From an optimization exercise on the open Yosys and OpenROAD flow, aimed at small area, a short achievable clock period and few clock cycles; shortcuts taken in it are not production practice. Function was checked by simulation only, so behaviour that the tests miss may differ from the original. No activity file was given, so power comes from the tool's default toggle rates.

$ cat flow/design.v
module css_t1 (
    input  wire [7:0] a,
    output reg  [7:0] t1
);
    always @(*) begin
        case (a)
            8'h00: t1 = 8'h33;
            8'h01: t1 = 8'h73;
            8'h02: t1 = 8'h3B;
            8'h03: t1 = 8'h26;
            8'h04: t1 = 8'h63;
            8'h05: t1 = 8'h23;
            8'h06: t1 = 8'h6B;
            8'h07: t1 = 8'h76;
            8'h08: t1 = 8'h3E;
            8'h09: t1 = 8'h7E;
            8'h0A: t1 = 8'h36;
            8'h0B: t1 = 8'h2B;
            8'h0C: t1 = 8'h6E;
            8'h0D: t1 = 8'h2E;
            8'h0E: t1 = 8'h66;
            8'h0F: t1 = 8'h7B;
            8'h10: t1 = 8'hD3;
            8'h11: t1 = 8'h93;
            8'h12: t1 = 8'hDB;
            8'h13: t1 = 8'h06;
            8'h14: t1 = 8'h43;
            8'h15: t1 = 8'h03;
            8'h16: t1 = 8'h4B;
            8'h17: t1 = 8'h96;
            8'h18: t1 = 8'hDE;
            8'h19: t1 = 8'h9E;
            8'h1A: t1 = 8'hD6;
            8'h1B: t1 = 8'h0B;
            8'h1C: t1 = 8'h4E;
            8'h1D: t1 = 8'h0E;
            8'h1E: t1 = 8'h46;
            8'h1F: t1 = 8'h9B;
            8'h20: t1 = 8'h57;
            8'h21: t1 = 8'h17;
            8'h22: t1 = 8'h5F;
            8'h23: t1 = 8'h82;
            8'h24: t1 = 8'hC7;
            8'h25: t1 = 8'h87;
            8'h26: t1 = 8'hCF;
            8'h27: t1 = 8'h12;
            8'h28: t1 = 8'h5A;
            8'h29: t1 = 8'h1A;
            8'h2A: t1 = 8'h52;
            8'h2B: t1 = 8'h8F;
            8'h2C: t1 = 8'hCA;
            8'h2D: t1 = 8'h8A;
            8'h2E: t1 = 8'hC2;
            8'h2F: t1 = 8'h1F;
            8'h30: t1 = 8'hD9;
            8'h31: t1 = 8'h99;
            8'h32: t1 = 8'hD1;
            8'h33: t1 = 8'h00;
            8'h34: t1 = 8'h49;
            8'h35: t1 = 8'h09;
            8'h36: t1 = 8'h41;
            8'h37: t1 = 8'h90;
            8'h38: t1 = 8'hD8;
            8'h39: t1 = 8'h98;
            8'h3A: t1 = 8'hD0;
            8'h3B: t1 = 8'h01;
            8'h3C: t1 = 8'h48;
            8'h3D: t1 = 8'h08;
            8'h3E: t1 = 8'h40;
            8'h3F: t1 = 8'h91;
            8'h40: t1 = 8'h3D;
            8'h41: t1 = 8'h7D;
            8'h42: t1 = 8'h35;
            8'h43: t1 = 8'h24;
            8'h44: t1 = 8'h6D;
            8'h45: t1 = 8'h2D;
            8'h46: t1 = 8'h65;
            8'h47: t1 = 8'h74;
            8'h48: t1 = 8'h3C;
            8'h49: t1 = 8'h7C;
            8'h4A: t1 = 8'h34;
            8'h4B: t1 = 8'h25;
            8'h4C: t1 = 8'h6C;
            8'h4D: t1 = 8'h2C;
            8'h4E: t1 = 8'h64;
            8'h4F: t1 = 8'h75;
            8'h50: t1 = 8'hDD;
            8'h51: t1 = 8'h9D;
            8'h52: t1 = 8'hD5;
            8'h53: t1 = 8'h04;
            8'h54: t1 = 8'h4D;
            8'h55: t1 = 8'h0D;
            8'h56: t1 = 8'h45;
            8'h57: t1 = 8'h94;
            8'h58: t1 = 8'hDC;
            8'h59: t1 = 8'h9C;
            8'h5A: t1 = 8'hD4;
            8'h5B: t1 = 8'h05;
            8'h5C: t1 = 8'h4C;
            8'h5D: t1 = 8'h0C;
            8'h5E: t1 = 8'h44;
            8'h5F: t1 = 8'h95;
            8'h60: t1 = 8'h59;
            8'h61: t1 = 8'h19;
            8'h62: t1 = 8'h51;
            8'h63: t1 = 8'h80;
            8'h64: t1 = 8'hC9;
            8'h65: t1 = 8'h89;
            8'h66: t1 = 8'hC1;
            8'h67: t1 = 8'h10;
            8'h68: t1 = 8'h58;
            8'h69: t1 = 8'h18;
            8'h6A: t1 = 8'h50;
            8'h6B: t1 = 8'h81;
            8'h6C: t1 = 8'hC8;
            8'h6D: t1 = 8'h88;
            8'h6E: t1 = 8'hC0;
            8'h6F: t1 = 8'h11;
            8'h70: t1 = 8'hD7;
            8'h71: t1 = 8'h97;
            8'h72: t1 = 8'hDF;
            8'h73: t1 = 8'h02;
            8'h74: t1 = 8'h47;
            8'h75: t1 = 8'h07;
            8'h76: t1 = 8'h4F;
            8'h77: t1 = 8'h92;
            8'h78: t1 = 8'hDA;
            8'h79: t1 = 8'h9A;
            8'h7A: t1 = 8'hD2;
            8'h7B: t1 = 8'h0F;
            8'h7C: t1 = 8'h4A;
            8'h7D: t1 = 8'h0A;
            8'h7E: t1 = 8'h42;
            8'h7F: t1 = 8'h9F;
            8'h80: t1 = 8'h53;
            8'h81: t1 = 8'h13;
            8'h82: t1 = 8'h5B;
            8'h83: t1 = 8'h86;
            8'h84: t1 = 8'hC3;
            8'h85: t1 = 8'h83;
            8'h86: t1 = 8'hCB;
            8'h87: t1 = 8'h16;
            8'h88: t1 = 8'h5E;
            8'h89: t1 = 8'h1E;
            8'h8A: t1 = 8'h56;
            8'h8B: t1 = 8'h8B;
            8'h8C: t1 = 8'hCE;
            8'h8D: t1 = 8'h8E;
            8'h8E: t1 = 8'hC6;
            8'h8F: t1 = 8'h1B;
            8'h90: t1 = 8'hB3;
            8'h91: t1 = 8'hF3;
            8'h92: t1 = 8'hBB;
            8'h93: t1 = 8'hA6;
            8'h94: t1 = 8'hE3;
            8'h95: t1 = 8'hA3;
            8'h96: t1 = 8'hEB;
            8'h97: t1 = 8'hF6;
            8'h98: t1 = 8'hBE;
            8'h99: t1 = 8'hFE;
            8'h9A: t1 = 8'hB6;
            8'h9B: t1 = 8'hAB;
            8'h9C: t1 = 8'hEE;
            8'h9D: t1 = 8'hAE;
            8'h9E: t1 = 8'hE6;
            8'h9F: t1 = 8'hFB;
            8'hA0: t1 = 8'h37;
            8'hA1: t1 = 8'h77;
            8'hA2: t1 = 8'h3F;
            8'hA3: t1 = 8'h22;
            8'hA4: t1 = 8'h67;
            8'hA5: t1 = 8'h27;
            8'hA6: t1 = 8'h6F;
            8'hA7: t1 = 8'h72;
            8'hA8: t1 = 8'h3A;
            8'hA9: t1 = 8'h7A;
            8'hAA: t1 = 8'h32;
            8'hAB: t1 = 8'h2F;
            8'hAC: t1 = 8'h6A;
            8'hAD: t1 = 8'h2A;
            8'hAE: t1 = 8'h62;
            8'hAF: t1 = 8'h7F;
            8'hB0: t1 = 8'hB9;
            8'hB1: t1 = 8'hF9;
            8'hB2: t1 = 8'hB1;
            8'hB3: t1 = 8'hA0;
            8'hB4: t1 = 8'hE9;
            8'hB5: t1 = 8'hA9;
            8'hB6: t1 = 8'hE1;
            8'hB7: t1 = 8'hF0;
            8'hB8: t1 = 8'hB8;
            8'hB9: t1 = 8'hF8;
            8'hBA: t1 = 8'hB0;
            8'hBB: t1 = 8'hA1;
            8'hBC: t1 = 8'hE8;
            8'hBD: t1 = 8'hA8;
            8'hBE: t1 = 8'hE0;
            8'hBF: t1 = 8'hF1;
            8'hC0: t1 = 8'h5D;
            8'hC1: t1 = 8'h1D;
            8'hC2: t1 = 8'h55;
            8'hC3: t1 = 8'h84;
            8'hC4: t1 = 8'hCD;
            8'hC5: t1 = 8'h8D;
            8'hC6: t1 = 8'hC5;
            8'hC7: t1 = 8'h14;
            8'hC8: t1 = 8'h5C;
            8'hC9: t1 = 8'h1C;
            8'hCA: t1 = 8'h54;
            8'hCB: t1 = 8'h85;
            8'hCC: t1 = 8'hCC;
            8'hCD: t1 = 8'h8C;
            8'hCE: t1 = 8'hC4;
            8'hCF: t1 = 8'h15;
            8'hD0: t1 = 8'hBD;
            8'hD1: t1 = 8'hFD;
            8'hD2: t1 = 8'hB5;
            8'hD3: t1 = 8'hA4;
            8'hD4: t1 = 8'hED;
            8'hD5: t1 = 8'hAD;
            8'hD6: t1 = 8'hE5;
            8'hD7: t1 = 8'hF4;
            8'hD8: t1 = 8'hBC;
            8'hD9: t1 = 8'hFC;
            8'hDA: t1 = 8'hB4;
            8'hDB: t1 = 8'hA5;
            8'hDC: t1 = 8'hEC;
            8'hDD: t1 = 8'hAC;
            8'hDE: t1 = 8'hE4;
            8'hDF: t1 = 8'hF5;
            8'hE0: t1 = 8'h39;
            8'hE1: t1 = 8'h79;
            8'hE2: t1 = 8'h31;
            8'hE3: t1 = 8'h20;
            8'hE4: t1 = 8'h69;
            8'hE5: t1 = 8'h29;
            8'hE6: t1 = 8'h61;
            8'hE7: t1 = 8'h70;
            8'hE8: t1 = 8'h38;
            8'hE9: t1 = 8'h78;
            8'hEA: t1 = 8'h30;
            8'hEB: t1 = 8'h21;
            8'hEC: t1 = 8'h68;
            8'hED: t1 = 8'h28;
            8'hEE: t1 = 8'h60;
            8'hEF: t1 = 8'h71;
            8'hF0: t1 = 8'hB7;
            8'hF1: t1 = 8'hF7;
            8'hF2: t1 = 8'hBF;
            8'hF3: t1 = 8'hA2;
            8'hF4: t1 = 8'hE7;
            8'hF5: t1 = 8'hA7;
            8'hF6: t1 = 8'hEF;
            8'hF7: t1 = 8'hF2;
            8'hF8: t1 = 8'hBA;
            8'hF9: t1 = 8'hFA;
            8'hFA: t1 = 8'hB2;
            8'hFB: t1 = 8'hAF;
            8'hFC: t1 = 8'hEA;
            8'hFD: t1 = 8'hAA;
            8'hFE: t1 = 8'hE2;
            8'hFF: t1 = 8'hFF;
            default: t1 = 8'h00;
        endcase
    end
endmodule
module css_descramble (
    input  wire        clk,
    input  wire        rst,          
    input  wire        in_valid,
    output wire        in_ready,
    input  wire [31:0] in_data,
    input  wire [39:0] in_key,       
    input  wire [7:0]  in_cmi,
    output wire        out_valid,
    input  wire        out_ready,
    output wire [31:0] out_data
);
    localparam [1:0] S_IN = 2'd0, S_PROC = 2'd1, S_OUT = 2'd2;
    reg  [1:0]  state;
    reg  [8:0]  wcnt;           
    reg  [1:0]  bi;             
    reg  [31:0] wbuf;
    reg  [31:0] obuf;
    reg  [39:0] key_q;
    reg  [7:0]  cmi_q;
    reg  [1:0]  sc;             
    reg  [7:0]  sb [0:3];       
    reg  [8:0]  lfsr1_lo;
    reg  [7:0]  lfsr1_hi;
    reg  [31:0] lfsr0;
    reg         carry;
    function [7:0] rev8(input [7:0] b);
        integer k;
        begin
            for (k = 0; k < 8; k = k + 1) rev8[k] = b[7-k];
        end
    endfunction
    function [7:0] t2(input [7:0] i);
        t2 = i ^ (i >> 3) ^ (i >> 6);
    endfunction
    function [7:0] t3(input [8:0] i);
        case (i[2:0])
            3'd0: t3 = 8'h00; 3'd1: t3 = 8'h24; 3'd2: t3 = 8'h49; 3'd3: t3 = 8'h6D;
            3'd4: t3 = 8'h92; 3'd5: t3 = 8'hB6; 3'd6: t3 = 8'hDB; default: t3 = 8'hFF;
        endcase
    endfunction
    wire [10:0] pos  = {wcnt, bi};
    wire [7:0]  byte_in = wbuf[8*bi +: 8];
    wire gate_open = cmi_q[7] && (key_q != 40'd0) && (sc != 2'b00);
    wire [23:0] x = {key_q[39:32], key_q[31:24], key_q[23:16]} ^ {byte_in, sb[3], sb[2]};
    wire [31:0] lfsr0_seed = {7'd0, x[23:3], 1'b1, x[2:0]};    
    wire [7:0] o1  = t2(lfsr1_hi) ^ t3(lfsr1_lo);
    wire [7:0] o1f = ~rev8(o1);                                        
    wire [7:0] o0  = lfsr0[24:17] ^ lfsr0[21:14] ^ lfsr0[20:13] ^ lfsr0[12:5];
    wire [7:0] o0f = rev8(o0);                                         
    wire [8:0] sum = {8'd0, carry} + {1'b0, o0f} + {1'b0, o1f};
    wire [7:0] t1_out;
    css_t1 u_t1 (.a(byte_in), .t1(t1_out));
    always @(posedge clk) begin
        if (rst) begin
            state <= S_IN;
            wcnt  <= 9'd0;
        end else begin
            case (state)
                S_IN: begin
                    if (in_valid) begin
                        wbuf <= in_data;
                        if (wcnt == 9'd0) begin
                            key_q <= in_key;
                            cmi_q <= in_cmi;
                        end
                        bi    <= 2'd0;
                        state <= S_PROC;
                    end
                end
                S_PROC: begin
                    if (pos == 11'd20)
                        sc <= byte_in[5:4];
                    if (pos >= 11'h54 && pos <= 11'h57)
                        sb[pos[1:0]] <= byte_in;
                    if (pos == 11'h58) begin
                        lfsr1_lo <= {1'b1, key_q[7:0] ^ sb[0]};
                        lfsr1_hi <= key_q[15:8] ^ sb[1];
                        lfsr0    <= lfsr0_seed;
                        carry    <= 1'b0;
                    end
                    if (pos >= 11'd128 && gate_open) begin
                        lfsr1_hi <= lfsr1_lo[8:1];
                        lfsr1_lo <= {lfsr1_lo[0], o1};
                        lfsr0    <= {lfsr0[31:8], o0};
                        carry    <= sum[8];
                        obuf[8*bi +: 8] <= t1_out ^ sum[7:0];
                    end else begin
                        obuf[8*bi +: 8] <= byte_in;
                    end
                    bi <= bi + 2'd1;
                    if (bi == 2'd3) begin
                        wcnt  <= wcnt + 9'd1;
                        state <= S_OUT;
                    end
                end
                S_OUT: begin
                    if (out_ready)
                        state <= S_IN;
                end
                default: state <= S_IN;
            endcase
        end
    end
    assign in_ready  = (state == S_IN);
    assign out_valid = (state == S_OUT);
    assign out_data  = obuf;
endmodule
$ cat flow/run.sh
#!/bin/bash
# synth_recipe.tcl (not shown) runs the flow's synth.tcl, then flattens the netlist and writes it again
# the make line also repeats each setting of config.mk as NAME=value (left out here)
make -C /OpenROAD-flow-scripts/flow DESIGN_CONFIG=/design/flow/config.mk WORK_HOME=/design/flow/orfs CLKGATE_MAP_FILE= SYNTH_SCRIPT=/design/flow/synth_recipe.tcl finish
$ cat flow/config.mk
export PLATFORM = sky130hd
export DESIGN_NAME = css_descramble
export DESIGN_NICKNAME = css_descramble
export VERILOG_FILES = /design/flow/design.v
export SDC_FILE = /design/flow/constraint.sdc
export NUM_CORES = 4
export LEC_CHECK = 0
export CAP_MARGIN = 20
export CORE_MARGIN = 2
export CORE_UTILIZATION = 40
export PLACE_DENSITY = 0.6
export SLEW_MARGIN = 20
$ cat flow/constraint.sdc
create_clock -name core_clock -period 6.0 [get_ports {clk}]
set_input_delay 1.2000 -clock core_clock [delete_from_list [all_inputs] [get_ports {clk}]]
set_output_delay 1.2000 -clock core_clock [all_outputs]
set_load 0.01 [all_outputs]
==> impl_metrics.json, run 1 <==
{
  "status": "complete, no violations",
  "proportion_of_netlist_area_held_by_the_largest_area_contributor": 0.618,
  "use_met3": 0.0375,
  "worst_hold_path_type": "reg -> reg",
  "cellPowerDensity_nw_per_um2": 279,
  "place_inst": 958,
  "synth_area_leaders": "edfxtp_1 (62%), xor2_1 (4.5%), xnor2_1 (3.7%)",
  "core_area_um2": 21000,
  "post_cts_resized": 0,
  "grt_util_all_layers": 0.175,
  "hold_depth": 2,
  "postSynthRegisterBits": 186,
  "vdd_drop_max_v": 0.000191,
  "finalSetupViolCount": 0,
  "syn_nets": 695,
  "multiInputGateArea_um2": 2870,
  "critical_path_arrival_ns": 3.54,
  "drc": 0,
  "ys_seq_area_frac": 0.644,
  "vias": 5350,
  "grt_pass1_vias": 5470,
  "design.final.nets": 803,
  "hold_start": "wcnt[8]",
  "leak_nw": 3.51,
  "synth.most_common_cell": "edfxtp_1",
  "max_freq_ghz": 0.288,
  "synth_edf_count": 175,
  "post_drt_via_cell_ratio": 5.40,
  "grt_overflow_total": 0,
  "worst_slew_slack_as_a_fraction_of_its_limit": 0.422,
  "hold_buffers": 0,
  "start_kind": "input port",
  "rows": 53,
  "number_of_cts_inserted_buffers": 17,
  "num_antenna_cells": 0,
  "post-cts-setup-buffers": 0,
  "hold_viol_final": 0,
  "timing.setup.tns_ns": 0,
  "dp_worst_setup_slack_ns": 2.05,
  "grt_start_max_net_pins": 75,
  "floorplan.initialDensity": 0.406,
  "fp.dieW_um": 150,
  "crit-reg2reg-launch": "bi[0]",
  "finalWirelength_um": 19000,
  "routed_wire_length_per_instance_um": 19.2,
  "worst-path-buf-inv": 1,
  "fraction_of_layout_instances_using_a_drive_strength_above_1": 0.0881,
  "firstDrtPassIters": 6,
  "fin_crit_sh": 0.579,
  "min_to": "wcnt[8]",
  "synth_area_leader_cell": "edfxtp_1",
  "num-fill-cells": 1832,
  "async_flop_share": 0,
  "place_hpwl_um": 13100,
  "rsz0062_at_grt": "false",
  "final.setup.worst_slack_ns": 2.52,
  "met1_usage": 0.226,
  "die-area_um2": 22400,
  "ctsLongestPathBuffers": 2,
  "critical_path_required_ns": 6.07,
  "period_minus_slack_ns": 3.48,
  "fin_clk_skew_ns": 0.0105,
  "clk_slew_on_worst_s_h_paths_ns": 0.07,
  "area_taken_by_flip_flops_and_latches_um2": 5480,
  "synthesis.area_per_instance_um2": 14.3,
  "io_buffer_count": 110,
  "gp_routability_congestion": 0.903,
  "drv.max_cap_violation_count": 0,
  "reg2regPathDepth": 6,
  "clock_tree_from_tritoncts": "done",
  "finalMaxSlewViolations": 0,
  "grt_first_pass_wirelength_um": 29400,
  "worst_setup_path_end_kind": "flop",
  "top_usage_layer": "met2",
  "number_of_antenna_violations_at_the_first_check_in_global_routing": 0,
  "drt.antenna.violating_nets": 0,
  "global_route.usage.met2": 0.293,
  "synthTopCellsByCount": "edfxtp_1 (175), xor2_1 (44), xnor2_1 (36)",
  "worstSkewPairLatency_ns": 0.44,
  "clockRootBuffer": "clkbuf_16",
  "timing.critical_path.slowest_cell_delay_ns": 0.73,
  "detailedRoute.firstIterationViolations": 491,
  "crit_path_max_fanout": 21,
  "r2r_endpoint": "obuf[18]",
  "critical-path-top-delay-family": "simple AND/OR/NAND/NOR gates",
  "die_h_um": 150,
  "boundaryPins": 118,
  "synthCells": 594,
  "ys_warn_count": 2,
  "synth.lib_cells_used.distinct": 65,
  "mappedNetlistArea_um2": 8500,
  "worst_path_max_delay_cell": "and4_1",
  "synthFlopType": "edfxtp_1",
  "clock_tree.htree_level_count": 4,
  "max_slew.worst_pin.slew_ns": 0.867,
  "path_cells": "clkdlybuf4s50_1, nor2_2, and4_1, a21o_1",
  "cts_sinks": 186,
  "crit_type": "in -> reg",
  "timing.reg2reg.setup_slack_ns": 2.53,
  "area_growth_from_synthesis_to_layout_pct": 23.1,
  "final_cell_count_without_fillers": 990
}
## power by group
part	switching [mW]	internal (mW)
registers	0.0262	1.47
clock network	0.523	0.591
logic	0.166	0.140
## kinds of logic after synthesis
logic type,count (synthesis),synth area share
AO/OA/AOI/OAI,113,0.101
XOR/XNOR,82,0.0862
adder cells (fa/ha/maj),17,0.0268
buffers and inverters,40,0.0225
flip-flops,186,0.644
multiplexers,9,0.0228
AND/OR/NAND/NOR,147,0.0965
## how the worst max path moves through the flow
stage,cells after the start,start,to
floorplan,4,in_valid,cmi_q[7]
global placement,4,rst,lfsr1_lo[5]
detailed placement,4,rst,lfsr1_hi[5]
CTS,4,rst,lfsr1_lo[6]
global route,6,bi[0],obuf[10]
finish,4,rst,lfsr1_lo[6]
## final cells by class
cell class | count | share of cell area
multi-input combinational | 368 | 0.274
sequential | 186 | 0.523
clock inverter | 14 | 0.0151
tap | 275 | 0.0329
clock buffer | 18 | 0.0410
inverter | 15 | 0.00538
timing repair buffer | 114 | 0.108
## state kept, by name, indices dropped and copies added (netlist names)
name	cells
sb	28
sc	2
wcnt	9
carry	1
key_q	40
wbuf	32
bi	2
lfsr0	20
obuf	32
cmi_q	1
lfsr1_lo	9
lfsr1_hi	8
state	2
## layout by cell type (no fill, tap or decap), drive strengths merged, types with 7 or more instances in the layout
master and instances:
o2bb2ai 16, a32oi 15, o211ai 8, nor2 34
dfxtp 11, or3 7, clkbuf 18, mux4 8
clkinv 7, inv 21, o21ai 17, clkdlybuf4s50 110
ha 15, a21oi 23, nand4 19, xnor2 37
nand2 17, edfxtp 175, nor4 13, and2 8
nand3 18, xor2 45
## worst reg2reg max path: stages, from the launching register on
cell and delay (ns):
edfxtp_1 0.92, mux4_1 0.99, a21bo_2 0.34, a31oi_1 0.11
or3b_1 0.41, a31oi_2 0.32, o2bb2ai_1 0.13
## stage by stage
stage	cell area [um2]	power [mW]	hold WS, ns	util
detailed placement	9880	1.84	0.483	0.471
CTS	10500	2.94	0.493	0.499
global placement	9880	1.83	0.466	0.471
floorplan	8520	1.70	0.453	-
global route	10500	3.02	0.547	0.499
finish	10500	2.92	0.509	0.499
## routing by layer
metal  part of all wire  wire, um
met2               0.49      9370
met1               0.43      8210
met3              0.058      1090
met4              0.015       287
met5                  0         0
Testbench counts, summed over its fixed seeds: cycles 196,608.
==> inputs of run 2 (changes only) <==
--- a/flow/design.v
+++ b/flow/design.v
@@ -276,20 +276,14 @@
     input  wire        out_ready,
     output wire [31:0] out_data
 );
-    localparam [1:0] S_IN = 2'd0, S_PROC = 2'd1, S_OUT = 2'd2;
-    reg  [1:0]  state;
-    reg  [8:0]  wcnt;           
-    reg  [1:0]  bi;             
-    reg  [31:0] wbuf;
     reg  [31:0] obuf;
-    reg  [39:0] key_q;
-    reg  [7:0]  cmi_q;
-    reg  [1:0]  sc;             
-    reg  [7:0]  sb [0:3];       
-    reg  [8:0]  lfsr1_lo;
-    reg  [7:0]  lfsr1_hi;
-    reg  [31:0] lfsr0;
+    reg         ov;
+    reg  [8:0]  wcnt;           
+    reg         gate;           
+    reg  [31:0] o1w;            
     reg         carry;
+    reg  [7:0]  o0c;            
+    reg  [2:0]  o0f;            
     function [7:0] rev8(input [7:0] b);
         integer k;
         begin
@@ -299,76 +293,76 @@
     function [7:0] t2(input [7:0] i);
         t2 = i ^ (i >> 3) ^ (i >> 6);
     endfunction
-    function [7:0] t3(input [8:0] i);
-        case (i[2:0])
-            3'd0: t3 = 8'h00; 3'd1: t3 = 8'h24; 3'd2: t3 = 8'h49; 3'd3: t3 = 8'h6D;
-            3'd4: t3 = 8'h92; 3'd5: t3 = 8'hB6; 3'd6: t3 = 8'hDB; default: t3 = 8'hFF;
-        endcase
+    function [7:0] t3(input [2:0] i);
+        t3 = (i[0] ? 8'h24 : 8'h00) ^ (i[1] ? 8'h49 : 8'h00) ^ (i[2] ? 8'h92 : 8'h00);
+    endfunction
+    function [31:0] lfsr1_word(input [31:0] w);
+        reg [8:0] lo;
+        reg [7:0] hi, o;
+        integer k;
+        begin
+            hi = {w[8], w[23:17]};
+            lo = {w[16], w[31:24]};
+            for (k = 0; k < 4; k = k + 1) begin
+                o  = t2(hi) ^ t3(lo[2:0]);
+                hi = lo[8:1];
+                lo = {lo[0], o};
+                lfsr1_word[8*k +: 8] = o;
+            end
+        end
+    endfunction
+    function [10:0] o0_of(input [23:0] x);
+        reg [24:0] l;
+        reg [7:0]  k;
+        begin
+            l = {x[23:3], 1'b1, x[2:0]};
+            k = l[24:17] ^ l[21:14] ^ l[20:13] ^ {l[12:8], 3'd0};
+            o0_of = {k ^ {5'd0, k[7:5]}, k[2:0] ^ l[7:5]};
+        end
     endfunction
-    wire [10:0] pos  = {wcnt, bi};
-    wire [7:0]  byte_in = wbuf[8*bi +: 8];
-    wire gate_open = cmi_q[7] && (key_q != 40'd0) && (sc != 2'b00);
-    wire [23:0] x = {key_q[39:32], key_q[31:24], key_q[23:16]} ^ {byte_in, sb[3], sb[2]};
-    wire [31:0] lfsr0_seed = {7'd0, x[23:3], 1'b1, x[2:0]};    
-    wire [7:0] o1  = t2(lfsr1_hi) ^ t3(lfsr1_lo);
-    wire [7:0] o1f = ~rev8(o1);                                        
-    wire [7:0] o0  = lfsr0[24:17] ^ lfsr0[21:14] ^ lfsr0[20:13] ^ lfsr0[12:5];
-    wire [7:0] o0f = rev8(o0);                                         
-    wire [8:0] sum = {8'd0, carry} + {1'b0, o0f} + {1'b0, o1f};
-    wire [7:0] t1_out;
-    css_t1 u_t1 (.a(byte_in), .t1(t1_out));
+    wire take = in_valid && in_ready;
+    wire [7:0] b0 = in_data[7:0], b1 = in_data[15:8], b2 = in_data[23:16];
+    wire [7:0]  o0first = {o0c[7:3], o0f};
+    wire [31:0] aw = {rev8(o0c), rev8(o0c), rev8(o0c), rev8(wcnt == 9'd32 ? o0first : o0c)};
+    wire [31:0] bw = ~{rev8(o1w[31:24]), rev8(o1w[23:16]), rev8(o1w[15:8]), rev8(o1w[7:0])};
+    wire [32:0] ks = {1'b0, aw} + {1'b0, bw} + {32'd0, carry};
+    wire [31:0] t1w;
+    css_t1 u_t10 (.a(in_data[7:0]),   .t1(t1w[7:0]));
+    css_t1 u_t11 (.a(in_data[15:8]),  .t1(t1w[15:8]));
+    css_t1 u_t12 (.a(in_data[23:16]), .t1(t1w[23:16]));
+    css_t1 u_t13 (.a(in_data[31:24]), .t1(t1w[31:24]));
+    wire scr = gate && wcnt[8:5] != 4'd0;      
     always @(posedge clk) begin
         if (rst) begin
-            state <= S_IN;
-            wcnt  <= 9'd0;
+            ov   <= 1'b0;
+            wcnt <= 9'd0;
         end else begin
-            case (state)
-                S_IN: begin
-                    if (in_valid) begin
-                        wbuf <= in_data;
-                        if (wcnt == 9'd0) begin
-                            key_q <= in_key;
-                            cmi_q <= in_cmi;
-                        end
-                        bi    <= 2'd0;
-                        state <= S_PROC;
-                    end
-                end
-                S_PROC: begin
-                    if (pos == 11'd20)
-                        sc <= byte_in[5:4];
-                    if (pos >= 11'h54 && pos <= 11'h57)
-                        sb[pos[1:0]] <= byte_in;
-                    if (pos == 11'h58) begin
-                        lfsr1_lo <= {1'b1, key_q[7:0] ^ sb[0]};
-                        lfsr1_hi <= key_q[15:8] ^ sb[1];
-                        lfsr0    <= lfsr0_seed;
-                        carry    <= 1'b0;
-                    end
-                    if (pos >= 11'd128 && gate_open) begin
-                        lfsr1_hi <= lfsr1_lo[8:1];
-                        lfsr1_lo <= {lfsr1_lo[0], o1};
-                        lfsr0    <= {lfsr0[31:8], o0};
-                        carry    <= sum[8];
-                        obuf[8*bi +: 8] <= t1_out ^ sum[7:0];
-                    end else begin
-                        obuf[8*bi +: 8] <= byte_in;
-                    end
-                    bi <= bi + 2'd1;
-                    if (bi == 2'd3) begin
-                        wcnt  <= wcnt + 9'd1;
-                        state <= S_OUT;
-                    end
-                end
-                S_OUT: begin
-                    if (out_ready)
-                        state <= S_IN;
-                end
-                default: state <= S_IN;
-            endcase
+            if (take) begin
+                ov   <= 1'b1;
+                wcnt <= wcnt + 9'd1;
+            end else if (out_ready) begin
+                ov   <= 1'b0;
+            end
+        end
+        if (take) begin
+            obuf <= scr ? (t1w ^ ks[31:0]) : in_data;
+            if (wcnt == 9'd5)
+                gate <= b0[5:4] != 2'b00;
+            if (wcnt == 9'd21) begin
+                gate  <= gate && in_cmi[7] && in_key != 40'd0;
+                o1w   <= {in_key[7:0] ^ b0, in_key[14:8] ^ b1[6:0], 1'b1, 7'd0, in_key[15] ^ b1[7], 8'd0};
+                {o0c, o0f} <= o0_of({8'd0, in_key[31:16] ^ in_data[31:16]});
+                carry <= 1'b0;
+            end
+            if (wcnt == 9'd22)
+                {o0c, o0f} <= {o0c, o0f} ^ o0_of({in_key[39:32] ^ b0, 16'd0});
+            if (wcnt >= 9'd31)
+                o1w <= lfsr1_word(o1w);
+            if (wcnt[8:5] != 4'd0)
+                carry <= ks[32];
         end
     end
-    assign in_ready  = (state == S_IN);
-    assign out_valid = (state == S_OUT);
+    assign in_ready  = out_ready || !ov;
+    assign out_valid = ov;
     assign out_data  = obuf;
 endmodule
--- a/flow/config.mk
+++ b/flow/config.mk
@@ -5,8 +5,10 @@
 export SDC_FILE = /design/flow/constraint.sdc
 export NUM_CORES = 4
 export LEC_CHECK = 0
+export ABC_CLOCK_PERIOD_IN_PS = 3000
 export CAP_MARGIN = 20
 export CORE_MARGIN = 2
 export CORE_UTILIZATION = 40
 export PLACE_DENSITY = 0.6
+export SETUP_SLACK_MARGIN = 3.0
 export SLEW_MARGIN = 20
==> impl_metrics.json, run 2 <==
{
  "grt_pass1_vias": 6343,
  "detailedRoute.firstIterationViolations": 515,
  "synth.most_common_cell": "xnor2_1",
  "leak_nw": 3.93,
  "area_growth_from_synthesis_to_layout_pct": 29.2,
  "grt_util_all_layers": 0.225,
  "grt_start_max_net_pins": 59,
  "ys_warn_count": 2,
  "fraction_of_layout_instances_using_a_drive_strength_above_1": 0.138,
  "area_taken_by_flip_flops_and_latches_um2": 2530,
  "timing.setup.tns_ns": 0,
  "fin_worst_hold_slack_ns": 0.499,
  "multiInputGateArea_um2": 5400,
  "synthTopCellsByCount": "xnor2_1 (121), nand2_1 (78), edfxtp_1 (77)",
  "routed_wire_length_per_instance_um": 18.2,
  "clk_slew_on_worst_s_h_paths_ns": 0.07,
  "boundaryPins": 118,
  "max_freq_ghz": 0.312,
  "r2r_endpoint": "obuf[30]",
  "crit-reg2reg-launch": "wcnt[3]",
  "critical_path_arrival_ns": 3.39,
  "design.final.nets": 1113,
  "vias": 6811,
  "clkPwrFrac": 0.363,
  "postSynthRegisterBits": 87,
  "cell_internal_pwr_mw": 1.16,
  "gp_routability_congestion": 0.902,
  "share_comb_of_total_power": 0.211,
  "commonest_non_fill_non_tap_cell_in_the_layout": "xnor2_1",
  "total_power_mw": 1.61,
  "clockRootBuffer": "clkbuf_16",
  "hold_viol_final": 0,
  "firstDrtPassIters": 5,
  "mostFrequentLayoutCells": "xnor2_1 (113), clkdlybuf4s50_1 (97), nand2_1 (77), edfxtp_1 (77), a21oi_1 (58)",
  "synth_area_leaders": "edfxtp_1 (29%), xnor2_1 (13%), ha_1 (5.5%)",
  "ys_seq_area_frac": 0.318,
  "worstSkewPairLatency_ns": 0.36,
  "worst_setup_path_end_kind": "flop",
  "power_switching_share": 0.276,
  "place_inst": 1212,
  "switching_component_of_the_power_uw": 444,
  "rows": 51,
  "ctsLongestPathBuffers": 2,
  "critical_path_required_ns": 6.19,
  "vdd_drop_max_v": 0.000200,
  "die-area_um2": 20900,
  "register_share_of_total_power": 0.426,
  "cts_sinks": 87,
  "rsz0062_at_grt": "true",
  "synth_area_leader_cell": "edfxtp_1",
  "period_minus_slack_ns": 3.20,
  "syn_nets": 1007,
  "floorplan.initialDensity": 0.407,
  "hold_depth": 2,
  "min_to": "wcnt[1]",
  "post_drt_via_cell_ratio": 5.40,
  "final_cell_count_without_fillers": 1262,
  "number_of_cts_inserted_buffers": 9,
  "max_slew.worst_pin.slew_ns": 0.945,
  "grt_first_pass_wirelength_um": 35400,
  "finalSetupViolCount": 0,
  "mappedNetlistArea_um2": 7890,
  "fp.dieW_um": 144,
  "critical-path-top-delay-family": "compound AO/OA/AOI/OAI gates",
  "hold_buffers": 0,
  "grt_overflow_total": 0,
  "worst-path-buf-inv": 2,
  "path_cells": "nor4b_4, nand3_2, mux2_4, ha_4, buf_6, buf_6, and3_4, a221oi_4, o22ai_4, a22oi_2, nand3_2, a211o_1, o211ai_1",
  "finalMaxSlewViolations": 0,
  "proportion_of_netlist_area_held_by_the_largest_area_contributor": 0.293,
  "worst_hold_path_type": "reg -> reg",
  "crit_path_start": "wcnt[3]",
  "synth.lib_cells_used.distinct": 73,
  "io_buffer_count": 110,
  "synthFlopType": "edfxtp_1",
  "start_kind": "flop",
  "synthesis.area_per_instance_um2": 8.91,
  "drt.antenna.violating_nets": 0,
  "reg2regPathDepth": 13,
  "timing.reg2reg.setup_slack_ns": 2.80,
  "synthCells": 886,
  "num_antenna_cells": 0,
  "hold_start": "wcnt[1]",
  "drv.max_cap_violation_count": 0,
  "crit_type": "reg -> reg",
  "number_of_antenna_violations_at_the_first_check_in_global_routing": 0,
  "synth_edf_count": 77,
  "fin_crit_sh": 0.533,
  "worst_path_max_delay_cell": "dfxtp_4",
  "drc": 0,
  "fin_clk_skew_ns": 0.00912,
  "clock_tree.htree_level_count": 3,
  "clock_tree_from_tritoncts": "done",
  "crit_path_max_fanout": 5,
  "num-fill-cells": 1839,
  "place_hpwl_um": 17400,
  "async_flop_share": 0,
  "largest_registers_ranked_by_flip_flop_count": "o1w x32, obuf x32, wcnt x9",
  "status": "complete, no violations",
  "die_h_um": 144,
  "finalWirelength_um": 23000,
  "core_area_um2": 19400,
  "timing.critical_path.slowest_cell_delay_ns": 0.37,
  "cellPowerDensity_nw_per_um2": 158,
  "worst_slew_slack_as_a_fraction_of_its_limit": 0.369
}
## run 2: what timing repair did
action,CTS,global route
setup buffers,20,13
endpoints found under the setup margin,62,60
gates resized for setup,74,36
pin swaps,24,25
## run 2: cell families after synthesis
group,count (synthesis),synth area share
compound gates,229,0.187
xor+xnor,178,0.218
fa+ha+maj,37,0.0605
buf+inv,104,0.0518
flops,87,0.318
mux,16,0.0211
simple gates,235,0.143
## run 2: final cells by class
type                    instances  share of cell area
clock buffers                  10              0.0245
well taps                     265              0.0325
multi-input cells             695               0.530
repair buffers                148               0.142
flip-flops and latches         87               0.248
clock inverters                 6             0.00466
inverters                      51              0.0191
## run 2: worst max path at each step
stage                          end  slack (ns)  cells past startpoint
after floorplan           obuf[31]        2.97                     12
after detailed placement  obuf[31]        2.36                     12
after global placement    obuf[31]        2.41                     12
after CTS                 obuf[31]        2.78                     11
after global routing      obuf[21]        2.66                     11
final                     obuf[30]        2.80                     13
## run 2: through the flow
| stage | worst slack (ns) | cell area (um2) | util |
|---|---|---|---|
| final | 2.80 | 10200 | 0.526 |
| after global routing | 2.66 | 10200 | 0.526 |
| after CTS | 2.78 | 9940 | 0.512 |
| after detailed placement | 2.36 | 9200 | 0.474 |
| after global placement | 2.41 | 9200 | 0.474 |
| after floorplan | 2.97 | 7960 | - |
## run 2: routing by layer
| metal | global-route usage | part of all wire |
|---|---|---|
| met1 | 0.314 | 0.46 |
| met2 | 0.367 | 0.47 |
| met3 | 0.0265 | 0.051 |
| met4 | 0.0675 | 0.020 |
| met5 | 0 | 0 |
## run 2: tightest hold or removal path, delay by kind of cell (launching register included)
kind,cells,cell delay [ns]
flip-flops,1,0.35
AO/OA/AOI/OAI,1,0.05
AND/OR/NAND/NOR,1,0.06
## run 2: power groups by stage
stage | Combinational (mW) | Sequential [mW] | Clock (mW)
5_1_grt | 0.373 | 0.687 | 0.615
2_1_floorplan | 0.198 | 0.706 | 0
6_report | 0.340 | 0.685 | 0.583
3_5_place_dp | 0.333 | 0.700 | 0
4_1_cts | 0.337 | 0.686 | 0.597
3_3_place_gp | 0.331 | 0.699 | 0
Testbench counts of run 2, summed over its fixed seeds: cycles 32,776.
==> inputs of run 3 (changes only) <==
--- a/flow/config.mk
+++ b/flow/config.mk
@@ -5,10 +5,8 @@
 export SDC_FILE = /design/flow/constraint.sdc
 export NUM_CORES = 4
 export LEC_CHECK = 0
-export ABC_CLOCK_PERIOD_IN_PS = 3000
 export CAP_MARGIN = 20
 export CORE_MARGIN = 2
 export CORE_UTILIZATION = 40
 export PLACE_DENSITY = 0.6
-export SETUP_SLACK_MARGIN = 3.0
 export SLEW_MARGIN = 20
==> impl_metrics.json, run 3 <==
{
  "synth.lib_cells_used.distinct": 73,
  "cts_sinks": 87,
  "r2r_endpoint": "obuf[30]",
  "worst_hold_path_type": "reg -> reg",
  "design.final.nets": 1079,
  "synth_area_leaders": "edfxtp_1 (29%), xnor2_1 (13%), ha_1 (5.5%)",
  "timing.reg2reg.setup_slack_ns": 2.15,
  "clockRootBuffer": "clkbuf_16",
  "commonest_non_fill_non_tap_cell_in_the_layout": "xnor2_1",
  "fin_crit_sh": 0.641,
  "io_buffer_count": 110,
  "synthesis.area_per_instance_um2": 8.91,
  "ys_warn_count": 2,
  "start_kind": "flop",
  "worstSkewPairLatency_ns": 0.36,
  "timing.setup.tns_ns": 0,
  "grt_first_pass_wirelength_um": 34500,
  "finalWirelength_um": 22100,
  "max_freq_ghz": 0.260,
  "synth_edf_count": 77,
  "post_drt_via_cell_ratio": 5.35,
  "crit-reg2reg-launch": "wcnt[2]",
  "critical_path_required_ns": 6.09,
  "worst_setup_path_end_kind": "flop",
  "status": "complete, no violations",
  "place_hpwl_um": 17400,
  "finalSetupViolCount": 0,
  "hold_depth": 2,
  "critical_path.most_common_cell": "nand3_1",
  "clock_tree_from_tritoncts": "done",
  "fp.dieW_um": 144,
  "floorplan.initialDensity": 0.407,
  "rows": 51,
  "vdd_drop_max_v": 0.000113,
  "grt_pass1_vias": 6211,
  "core_area_um2": 19400,
  "num-fill-cells": 1925,
  "multiInputGateArea_um2": 4990,
  "reg2regPathDepth": 11,
  "hold_viol_final": 0,
  "clock_tree.htree_level_count": 3,
  "grt_util_all_layers": 0.219,
  "hold_start": "wcnt[1]",
  "crit_path_max_fanout": 8,
  "ys_seq_area_frac": 0.318,
  "worst_slew_slack_as_a_fraction_of_its_limit": 0.490,
  "crit_type": "reg -> reg",
  "drv.max_cap_violation_count": 0,
  "cellPowerDensity_nw_per_um2": 171,
  "num_antenna_cells": 0,
  "ctsLongestPathBuffers": 2,
  "die_h_um": 144,
  "number_of_cts_inserted_buffers": 9,
  "final_cell_count_without_fillers": 1228,
  "die-area_um2": 20900,
  "fin_clk_skew_ns": 0.0101,
  "mappedNetlistArea_um2": 7890,
  "mostFrequentLayoutCells": "xnor2_1 (121), clkdlybuf4s50_1 (110), nand2_1 (77), edfxtp_1 (77), a21oi_1 (64)",
  "timing.critical_path.slowest_cell_delay_ns": 0.42,
  "proportion_of_netlist_area_held_by_the_largest_area_contributor": 0.293,
  "post-cts-setup-buffers": 0,
  "fraction_of_layout_instances_using_a_drive_strength_above_1": 0.0509,
  "grt_start_max_net_pins": 59,
  "syn_nets": 1007,
  "grt_overflow_total": 0,
  "detailedRoute.firstIterationViolations": 353,
  "postSynthRegisterBits": 87,
  "vias": 6571,
  "min_to": "wcnt[1]",
  "layout.core_utilization": 0.488,
  "worst_path_max_delay_cell": "a221oi_1",
  "drt.antenna.violating_nets": 0,
  "drc": 0,
  "firstDrtPassIters": 6,
  "area_taken_by_flip_flops_and_latches_um2": 2510,
  "synthFlopType": "edfxtp_1",
  "clk_slew_on_worst_s_h_paths_ns": 0.08,
  "post_cts_resized": 0,
  "synthCells": 886,
  "max_slew.worst_pin.slew_ns": 0.757,
  "async_flop_share": 0,
  "leak_nw": 3.59,
  "number_of_antenna_violations_at_the_first_check_in_global_routing": 0,
  "rsz0062_at_grt": "false",
  "boundaryPins": 118,
  "finish.instance_area_um2": 9480,
  "synth.most_common_cell": "xnor2_1",
  "critical_path_arrival_ns": 3.93,
  "routed_wire_length_per_instance_um": 18.0,
  "place_inst": 1212,
  "period_minus_slack_ns": 3.85,
  "hold_buffers": 0,
  "largest_registers_ranked_by_flip_flop_count": "o1w x32, obuf x32, wcnt x9",
  "synthTopCellsByCount": "xnor2_1 (121), nand2_1 (78), edfxtp_1 (77)",
  "gp_routability_congestion": 0.926,
  "finalMaxSlewViolations": 0,
  "standard_cell_area_after_detailed_placement_um2": 9150,
  "area_growth_from_synthesis_to_layout_pct": 20.0,
  "synth_area_leader_cell": "edfxtp_1",
  "path_cells": "nor4b_1, nand3_1, mux2_2, ha_1, and3_1, a221oi_1, o22ai_1, a22oi_1, nand3_1, a21oi_1, o211ai_1"
}
## run 3: cell counts after synthesis
Identical to the previous run, type by type.
## run 3: final cells by class
| type | count | area share |
|---|---|---|
| clock inverter | 5 | 0.00462 |
| multi-input combinational | 695 | 0.527 |
| tap | 265 | 0.0350 |
| timing repair buffer | 114 | 0.119 |
| sequential | 87 | 0.265 |
| clock buffer | 11 | 0.0291 |
| inverter | 51 | 0.0202 |
## run 3: metrics by stage
stage          total power [mW]  hold WS [ns]  worst slack, ns
5_1_grt                    1.69         0.551             1.98
2_1_floorplan             0.904         0.480             2.40
3_5_place_dp               1.03         0.513             2.27
4_1_cts                    1.64         0.523             2.21
6_report                   1.62         0.517             2.15
3_3_place_gp               1.03         0.503             2.23
## run 3: how the worst max path moves through the flow
stage               from  endpoint  slack (ns)  depth (start not counted)
6_report         wcnt[2]  obuf[30]        2.15                         11
3_5_place_dp     wcnt[2]     carry        2.27                         11
5_1_grt          wcnt[0]  obuf[31]        1.98                         12
3_3_place_gp     wcnt[2]     carry        2.23                         11
4_1_cts          wcnt[2]  obuf[31]        2.21                         11
2_1_floorplan  out_ready    o1w[0]        2.40                          3
## run 3: cell families after synthesis
kind of cell | after synthesis | share of synthesized area
buf+inv | 104 | 0.0518
flops | 87 | 0.318
simple gates | 235 | 0.143
mux | 16 | 0.0211
fa+ha+maj | 37 | 0.0605
compound gates | 229 | 0.187
xor+xnor | 178 | 0.218
## run 3: critical path: cells and delay by family, from the launching register on
kind                       cells  cell delay, ns
adders and majority gates      1            0.34
AOI/OAI and AO/OA              5            1.51
muxes                          1            0.36
and+or+nand+nor                4            0.95
DFF                            1            0.39
## run 3: report_power, final
group	internal (mW)	switching (mW)	leakage (nW)
clock network	0.337	0.266	0.157
registers	0.680	0.00545	0.800
logic	0.170	0.164	2.63
total	1.19	0.436	3.59
## run 3: routing by layer
metal	vias up	track usage	part of all wire
met1	3063	0.319	0.48
li1	3292	-	-
met3	27	0.0262	0.055
met4	0	0.0720	0.021
met2	189	0.337	0.44
met5	-	0	0
==> inputs of run 4 (changes only) <==
--- a/flow/config.mk
+++ b/flow/config.mk
@@ -5,8 +5,10 @@
 export SDC_FILE = /design/flow/constraint.sdc
 export NUM_CORES = 4
 export LEC_CHECK = 0
+export ABC_CLOCK_PERIOD_IN_PS = 2400
 export CAP_MARGIN = 20
 export CORE_MARGIN = 2
 export CORE_UTILIZATION = 40
 export PLACE_DENSITY = 0.6
+export SETUP_SLACK_MARGIN = 3.6
 export SLEW_MARGIN = 20
==> impl_metrics.json, run 4 <==
{
  "max_freq_ghz": 0.304,
  "synthTopCellsByCount": "xnor2_1 (121), nand2_1 (78), edfxtp_1 (77)",
  "fin_clk_skew_ns": 0.0115,
  "synthesis.area_per_instance_um2": 8.91,
  "synth_area_leader_cell": "edfxtp_1",
  "period_minus_slack_ns": 3.29,
  "r2r_endpoint": "obuf[13]",
  "fp.dieW_um": 144,
  "cellPowerDensity_nw_per_um2": 156,
  "num_antenna_cells": 0,
  "worstSkewPairLatency_ns": 0.36,
  "leak_nw": 4.19,
  "synth_edf_count": 77,
  "worst_slew_slack_as_a_fraction_of_its_limit": 0.553,
  "critical_path_arrival_ns": 3.38,
  "postSynthRegisterBits": 87,
  "grt_first_pass_wirelength_um": 37100,
  "fin_crit_sh": 0.549,
  "start_kind": "flop",
  "drc": 0,
  "detailedRoute.firstIterationViolations": 527,
  "clock_tree.htree_level_count": 3,
  "area_growth_from_synthesis_to_layout_pct": 34.0,
  "finalSetupViolCount": 0,
  "core_area_um2": 19400,
  "worst_setup_path_end_kind": "flop",
  "crit_type": "reg -> reg",
  "syn_nets": 1007,
  "crit-reg2reg-launch": "wcnt[4]",
  "grt_util_all_layers": 0.236,
  "number_of_cts_inserted_buffers": 9,
  "synth.lib_cells_used.distinct": 73,
  "synthCells": 886,
  "post_drt_via_cell_ratio": 5.43,
  "status": "complete, no violations",
  "cts_sinks": 87,
  "hold_buffers": 0,
  "vdd_drop_max_v": 0.000135,
  "commonest_non_fill_non_tap_cell_in_the_layout": "xnor2_1",
  "ys_seq_area_frac": 0.318,
  "number_of_antenna_violations_at_the_first_check_in_global_routing": 0,
  "mappedNetlistArea_um2": 7890,
  "place_inst": 1211,
  "grt_overflow_total": 0,
  "floorplan.initialDensity": 0.407,
  "routed_wire_length_per_instance_um": 18.8,
  "place_hpwl_um": 17500,
  "vias": 6950,
  "rsz0062_at_grt": "true",
  "ys_warn_count": 2,
  "critical_path_required_ns": 6.08,
  "timing.reg2reg.setup_slack_ns": 2.71,
  "design.final.nets": 1131,
  "crit_path_max_fanout": 3,
  "drv.max_cap_violation_count": 0,
  "clock_tree_from_tritoncts": "done",
  "timing.setup.tns_ns": 0,
  "synth_area_leaders": "edfxtp_1 (29%), xnor2_1 (13%), ha_1 (5.5%)",
  "drt.antenna.violating_nets": 0,
  "async_flop_share": 0,
  "max_slew.worst_pin.slew_ns": 0.665,
  "hold_viol_final": 0,
  "gp_routability_congestion": 0.887,
  "mostFrequentLayoutCells": "xnor2_1 (101), edfxtp_1 (77), nand2_1 (73)",
  "die_h_um": 144,
  "clockRootBuffer": "clkbuf_16",
  "hold_start": "wcnt[1]",
  "finalMaxSlewViolations": 0,
  "proportion_of_netlist_area_held_by_the_largest_area_contributor": 0.293,
  "io_buffer_count": 110,
  "largest_registers_ranked_by_flip_flop_count": "o1w x32, obuf x32, wcnt x9",
  "die-area_um2": 20900,
  "ctsLongestPathBuffers": 2,
  "final_cell_count_without_fillers": 1280,
  "worst_hold_path_type": "reg -> reg",
  "grt_start_max_net_pins": 47,
  "rows": 51,
  "finalWirelength_um": 24100,
  "hold_depth": 2,
  "clk_slew_on_worst_s_h_paths_ns": 0.08,
  "fraction_of_layout_instances_using_a_drive_strength_above_1": 0.210,
  "reg2regPathDepth": 15,
  "synth.most_common_cell": "xnor2_1",
  "boundaryPins": 118,
  "grt_pass1_vias": 6542,
  "min_to": "wcnt[1]",
  "firstDrtPassIters": 5,
  "synthFlopType": "edfxtp_1"
}
## run 4: cell counts after synthesis
No cell type changed its count.
## run 4: repair_timing
action                                 4_1_cts  5_1_grt
cloned                                       2        0
setup endpoints to repair                  159       66
setup buffers                               38       13
pin swaps                                   54       32
endpoints found under the hold margin        0        0
resized for setup                          223       59
## run 4: metrics by stage
| step | hold slack [ns] | setup WS, ns | power, mW | utilization | cell area [um2] |
|---|---|---|---|---|---|
| after floorplan | 0.480 | 2.98 | 0.918 | - | 8190 |
| after CTS | 0.493 | 2.73 | 1.65 | 0.531 | 10300 |
| after global placement | 0.503 | 2.40 | 1.04 | 0.483 | 9370 |
| final | 0.491 | 2.71 | 1.65 | 0.545 | 10600 |
| after global routing | 0.534 | 2.59 | 1.71 | 0.545 | 10600 |
| after detailed placement | 0.510 | 2.41 | 1.04 | 0.483 | 9370 |
## run 4: worst max-delay path by stage
stage | start | end | slack [ns] | cells past startpoint
global route | wcnt[4] | obuf[13] | 2.59 | 15
global placement | wcnt[1] | obuf[31] | 2.40 | 12
floorplan | wcnt[2] | obuf[31] | 2.98 | 12
CTS | wcnt[4] | obuf[31] | 2.73 | 11
finish | wcnt[4] | obuf[13] | 2.71 | 15
detailed placement | wcnt[4] | carry | 2.41 | 11
## run 4: critical path: stages (launching register included)
cell and delay, ns:
dfxtp_4 0.35, nor4b_4 0.28, nand3_2 0.17, buf_4 0.18
buf_6 0.11, mux2_4 0.32, ha_4 0.18, a21oi_4 0.17
nor2_1 0.06, a311oi_1 0.20, o31a_1 0.33, buf_4 0.17
buf_6 0.09, xnor2_2 0.11, mux2i_1 0.21, o2bb2ai_1 0.08
## run 4: cells by family after synthesis
| group | synth area share |
|---|---|
| compound gates | 0.187 |
| xor+xnor | 0.218 |
| fa+ha+maj | 0.0605 |
| buf+inv | 0.0518 |
| flops | 0.318 |
| mux | 0.0211 |
| simple gates | 0.143 |
## run 4: per-layer routing
layer	global-route usage	routed length (um)	vias to the layer above
met5	0	0	-
met4	0.0690	457	0
met3	0.0245	1090	28
met2	0.388	11400	207
met1	0.330	11100	3325
li1	-	-	3390
## run 4: area by class of cell
| cell class | instances | area, um2 |
|---|---|---|
| Fill cell | 1824 | 8820 |
| Multi-Input combinational cell | 696 | 5720 |
| Sequential cell | 87 | 2520 |
| Timing Repair Buffer | 164 | 1480 |
| Tap cell | 265 | 332 |
| Clock buffer | 10 | 250 |
| Inverter | 51 | 195 |
| Clock inverter | 6 | 65.1 |
| Timing Repair inverter | 1 | 7.51 |
## run 4: report_power, final
group | internal (mW) | total [mW] | switching [mW]
registers | 0.679 | 0.684 | 0.00524
clock network | 0.321 | 0.609 | 0.289
logic | 0.169 | 0.354 | 0.185
total | 1.17 | 1.65 | 0.479
==> inputs of run 5 (changes only) <==
--- a/flow/design.v
+++ b/flow/design.v
@@ -278,6 +278,8 @@
 );
     reg  [31:0] obuf;
     reg         ov;
+    reg  [31:0] sbuf;           
+    reg         sv;
     reg  [8:0]  wcnt;           
     reg         gate;           
     reg  [31:0] o1w;            
@@ -320,7 +322,8 @@
             o0_of = {k ^ {5'd0, k[7:5]}, k[2:0] ^ l[7:5]};
         end
     endfunction
-    wire take = in_valid && in_ready;
+    wire take = in_valid && !sv;
+    wire can_load = !ov || out_ready;
     wire [7:0] b0 = in_data[7:0], b1 = in_data[15:8], b2 = in_data[23:16];
     wire [7:0]  o0first = {o0c[7:3], o0f};
     wire [31:0] aw = {rev8(o0c), rev8(o0c), rev8(o0c), rev8(wcnt == 9'd32 ? o0first : o0c)};
@@ -332,20 +335,31 @@
     css_t1 u_t12 (.a(in_data[23:16]), .t1(t1w[23:16]));
     css_t1 u_t13 (.a(in_data[31:24]), .t1(t1w[31:24]));
     wire scr = gate && wcnt[8:5] != 4'd0;      
+    wire [31:0] pw = scr ? (t1w ^ ks[31:0]) : in_data;
     always @(posedge clk) begin
         if (rst) begin
             ov   <= 1'b0;
+            sv   <= 1'b0;
             wcnt <= 9'd0;
         end else begin
-            if (take) begin
-                ov   <= 1'b1;
-                wcnt <= wcnt + 9'd1;
-            end else if (out_ready) begin
-                ov   <= 1'b0;
+            if (can_load) begin
+                ov <= sv || take;
+                sv <= 1'b0;
+            end else if (take) begin
+                sv <= 1'b1;
             end
+            if (take)
+                wcnt <= wcnt + 9'd1;
+        end
+        if (can_load) begin
+            if (sv)
+                obuf <= sbuf;
+            else if (take)
+                obuf <= pw;
+        end else if (take) begin
+            sbuf <= pw;
         end
         if (take) begin
-            obuf <= scr ? (t1w ^ ks[31:0]) : in_data;
             if (wcnt == 9'd5)
                 gate <= b0[5:4] != 2'b00;
             if (wcnt == 9'd21) begin
@@ -362,7 +376,7 @@
                 carry <= ks[32];
         end
     end
-    assign in_ready  = out_ready || !ov;
+    assign in_ready  = !sv;
     assign out_valid = ov;
     assign out_data  = obuf;
 endmodule
--- a/flow/config.mk
+++ b/flow/config.mk
@@ -5,10 +5,8 @@
 export SDC_FILE = /design/flow/constraint.sdc
 export NUM_CORES = 4
 export LEC_CHECK = 0
-export ABC_CLOCK_PERIOD_IN_PS = 2400
 export CAP_MARGIN = 20
 export CORE_MARGIN = 2
 export CORE_UTILIZATION = 40
 export PLACE_DENSITY = 0.6
-export SETUP_SLACK_MARGIN = 3.6
 export SLEW_MARGIN = 20
==> impl_metrics.json, run 5 <==
{
  "core_area_um2": 21900,
  "synth-simple-area-share": 0.131,
  "worst_hold_path_type": "reg -> reg",
  "critical_path_required_ns": 6.15,
  "detailroute.wirelength.met3_um": 940,
  "post_synth_fa_ha_maj_area_fraction": 0.0534,
  "synthesis.area_per_instance_um2": 9.51,
  "mostFrequentLayoutCells": "xnor2_1 (133), clkdlybuf4s50_1 (110), edfxtp_1 (109)",
  "finalMaxSlewViolations": 0,
  "grt_util_all_layers": 0.208,
  "synth_compound_gate_area_share": 0.153,
  "area_growth_from_synthesis_to_layout_pct": 21.4,
  "io_buffer_count": 110,
  "largest_registers_ranked_by_flip_flop_count": "o1w x32, obuf x32, sbuf x32",
  "wl_met2_um": 11300,
  "finish.instance_area_um2": 10900,
  "synth_area_leader_cell": "edfxtp_1",
  "post_cts_resized": 0,
  "drc": 0,
  "hold_viol_final": 0,
  "synth_edf_count": 109,
  "rows": 54,
  "dp_worst_setup_slack_ns": 1.89,
  "number_of_cts_inserted_buffers": 17,
  "fin_clk_skew_ns": 0.0121,
  "synth_area_leaders": "edfxtp_1 (37%), xnor2_1 (13%), xor2_1 (6.0%)",
  "proportion_of_netlist_area_held_by_the_largest_area_contributor": 0.365,
  "detailedRoute.firstIterationViolations": 466,
  "place_inst": 1292,
  "ys_warn_count": 2,
  "die_h_um": 154,
  "timing.setup.tns_ns": 0,
  "clk_slew_on_worst_s_h_paths_ns": 0.06,
  "clockRootBuffer": "clkbuf_16",
  "grt_first_pass_wirelength_um": 37700,
  "worst_slew_slack_as_a_fraction_of_its_limit": 0.254,
  "synth.most_common_cell": "xnor2_1",
  "clock_tree.htree_level_count": 4,
  "hold_buffers": 0,
  "mappedNetlistArea_um2": 8960,
  "async_flop_share": 0,
  "worst_setup_path_end_kind": "flop",
  "drv.max_cap_violation_count": 0,
  "fp.dieW_um": 154,
  "synthFlopType": "edfxtp_1",
  "total_power_mw": 2.33,
  "crit_type": "reg -> reg",
  "ys_seq_area_frac": 0.390,
  "firstDrtPassIters": 5,
  "post-cts-setup-buffers": 0,
  "standard_cell_area_after_detailed_placement_um2": 10300,
  "die-area_um2": 23600,
  "floorplan.initialDensity": 0.409,
  "finalWirelength_um": 24500,
  "vdd_drop_max_v": 0.000164,
  "synthXorXnorAreaFrac": 0.190,
  "synth.lib_cells_used.distinct": 69,
  "num_antenna_cells": 0,
  "max_freq_ghz": 0.235,
  "routed_wire_length_per_instance_um": 18.5,
  "mux_contribution_to_synthesized_area": 0.0425,
  "status": "complete, no violations",
  "cts_sinks": 120,
  "syn_nets": 1063,
  "number_of_antenna_violations_at_the_first_check_in_global_routing": 0,
  "clock_tree_from_tritoncts": "done",
  "fin_crit_sh": 0.709,
  "leak_nw": 3.99,
  "final.setup.worst_slack_ns": 1.75,
  "synthTopCellsByCount": "xnor2_1 (133), edfxtp_1 (109), nand2_1 (94)",
  "ctsLongestPathBuffers": 2,
  "start_kind": "flop",
  "post_drt_via_cell_ratio": 5.33,
  "grt_overflow_total": 0,
  "top_layer_used": "met4",
  "cellPowerDensity_nw_per_um2": 214,
  "critical_path_arrival_ns": 4.40,
  "num-fill-cells": 2086,
  "fraction_of_layout_instances_using_a_drive_strength_above_1": 0.0833,
  "commonest_non_fill_non_tap_cell_in_the_layout": "xnor2_1",
  "boundaryPins": 118,
  "vias": 7057,
  "max_slew.worst_pin.slew_ns": 1.12,
  "rsz0062_at_grt": "false",
  "design.final.nets": 1152,
  "grt_pass1_vias": 6538,
  "grt_start_max_net_pins": 55,
  "postSynthRegisterBits": 120,
  "synthCells": 942,
  "period_minus_slack_ns": 4.25,
  "crit_path_max_fanout": 7,
  "worstSkewPairLatency_ns": 0.43,
  "place_hpwl_um": 18700,
  "length_of_routed_wiring_on_met1_um": 11700,
  "final_cell_count_without_fillers": 1324,
  "gp_routability_congestion": 0.899,
  "drt.antenna.violating_nets": 0,
  "finalSetupViolCount": 0,
  "combinational_family_with_the_most_area_after_synthesis": "XOR/XNOR gates"
}
==> run 5: final timing paths <==
check	start	to	slack, ns	depth (start not counted)
hold / removal	wcnt[1]	wcnt[1]	0.51	2
hold reg to reg	wcnt[1]	wcnt[1]	0.51	2
setup / recovery	wcnt[3]	obuf[31]	1.75	12
setup reg to reg	wcnt[3]	obuf[31]	1.75	12
==> run 5: metal layers <==
metal	up-vias	GRT usage
met4	0	0.0795
met3	32	0.0307
met2	182	0.328
met5	-	0
li1	3513	-
met1	3330	0.290
==> run 5: cell type report <==
cell class / instances / area [um2] / area share
Inverter: 45 / 169 / 0.0155
Timing Repair Buffer: 119 / 1170 / 0.107
Clock inverter: 11 / 80.1 / 0.00736
Clock buffer: 21 / 504 / 0.0464
Multi-Input combinational cell: 728 / 5110 / 0.470
Tap cell: 280 / 350 / 0.0322
Sequential cell: 120 / 3490 / 0.321
==> run 5: logic make-up (layout without fill, tap and decap cells) <==
| kind of cell | count (synthesis) | in the layout |
|---|---|---|
| buffers and inverters | 94 | 196 |
| and+or+nand+nor | 253 | 253 |
| muxes | 34 | 34 |
| adders and majority gates | 37 | 37 |
| AOI/OAI and AO/OA | 210 | 210 |
| DFF | 120 | 120 |
| xor gates and xnor gates | 194 | 194 |
==> run 5: critical path: stages (launching register included) <==
cell      delay [ns]
dfxtp_1         0.37
nor4b_1         0.30
nand3_1         0.26
mux2_2          0.39
ha_1            0.37
a211o_1         0.36
o311ai_0        0.58
o21a_1          0.33
o211ai_2        0.17
a31oi_2         0.30
o21ai_1         0.12
xnor2_1         0.25
o221ai_1        0.16
==> run 5: through the flow <==
| stage | hold WS [ns] | util |
|---|---|---|
| floorplan | 0.477 | - |
| global placement | 0.502 | 0.470 |
| detailed placement | 0.509 | 0.470 |
| CTS | 0.524 | 0.497 |
| global route | 0.552 | 0.497 |
| finish | 0.514 | 0.497 |
==> run 5: power by group <==
part / total (mW) / leakage (nW) / internal (mW) / switching (mW)
Combinational: 0.369 / 2.57 / 0.185 / 0.184
Sequential: 0.950 / 1.13 / 0.943 / 0.00639
Clock: 1.01 / 0.295 / 0.607 / 0.405
Testbench counts of run 5, summed over its fixed seeds: cycles 32,776.

## separate check: timing with driven ports
In the flow no input, the clock included, has a driving cell. The finished layouts below were timed again as built, in two steps.
Step 1, drivers: a clkbuf_16 drives clk and a buf_2 each remaining input, both assumed.
Step 2 times the ports against the registers' clock, not the clock port: input delays grow and output delays shrink by t, the midpoint of the rising clock arrivals with the driver on.
Slacks: ideal ports / drivers / drivers and shift; pairs: ideal ports / drivers.
| run | t, ns | setup WS [ns] | slew at the worst register clock pin (ns) | worst slew at a driven data input, ns | pins driven straight from the clock port |
|---|---|---|---|---|---|
| run 1 | 0.481 | 2.523 / 2.529 / 2.067 | 0.07 / 0.07 | 0.05 | 1 |
| run 2 | 0.400 | 2.799 / 2.799 / 2.505 | 0.07 / 0.07 | 0.04 | 1 |
| run 3 | 0.398 | 2.154 / 2.154 / 2.154 | 0.08 / 0.08 | 0.04 | 1 |
| run 4 | 0.399 | 2.708 / 2.708 / 2.503 | 0.08 / 0.08 | 0.04 | 1 |
| run 5 | 0.462 | 1.748 / 1.748 / 1.748 | 0.07 / 0.07 | 0.05 | 1 |
After both steps setup and hold are still met in every run listed. For run 1, which loses most, drivers alone change the setup slack by +0.006 ns; drivers and shift together by -0.456 ns.
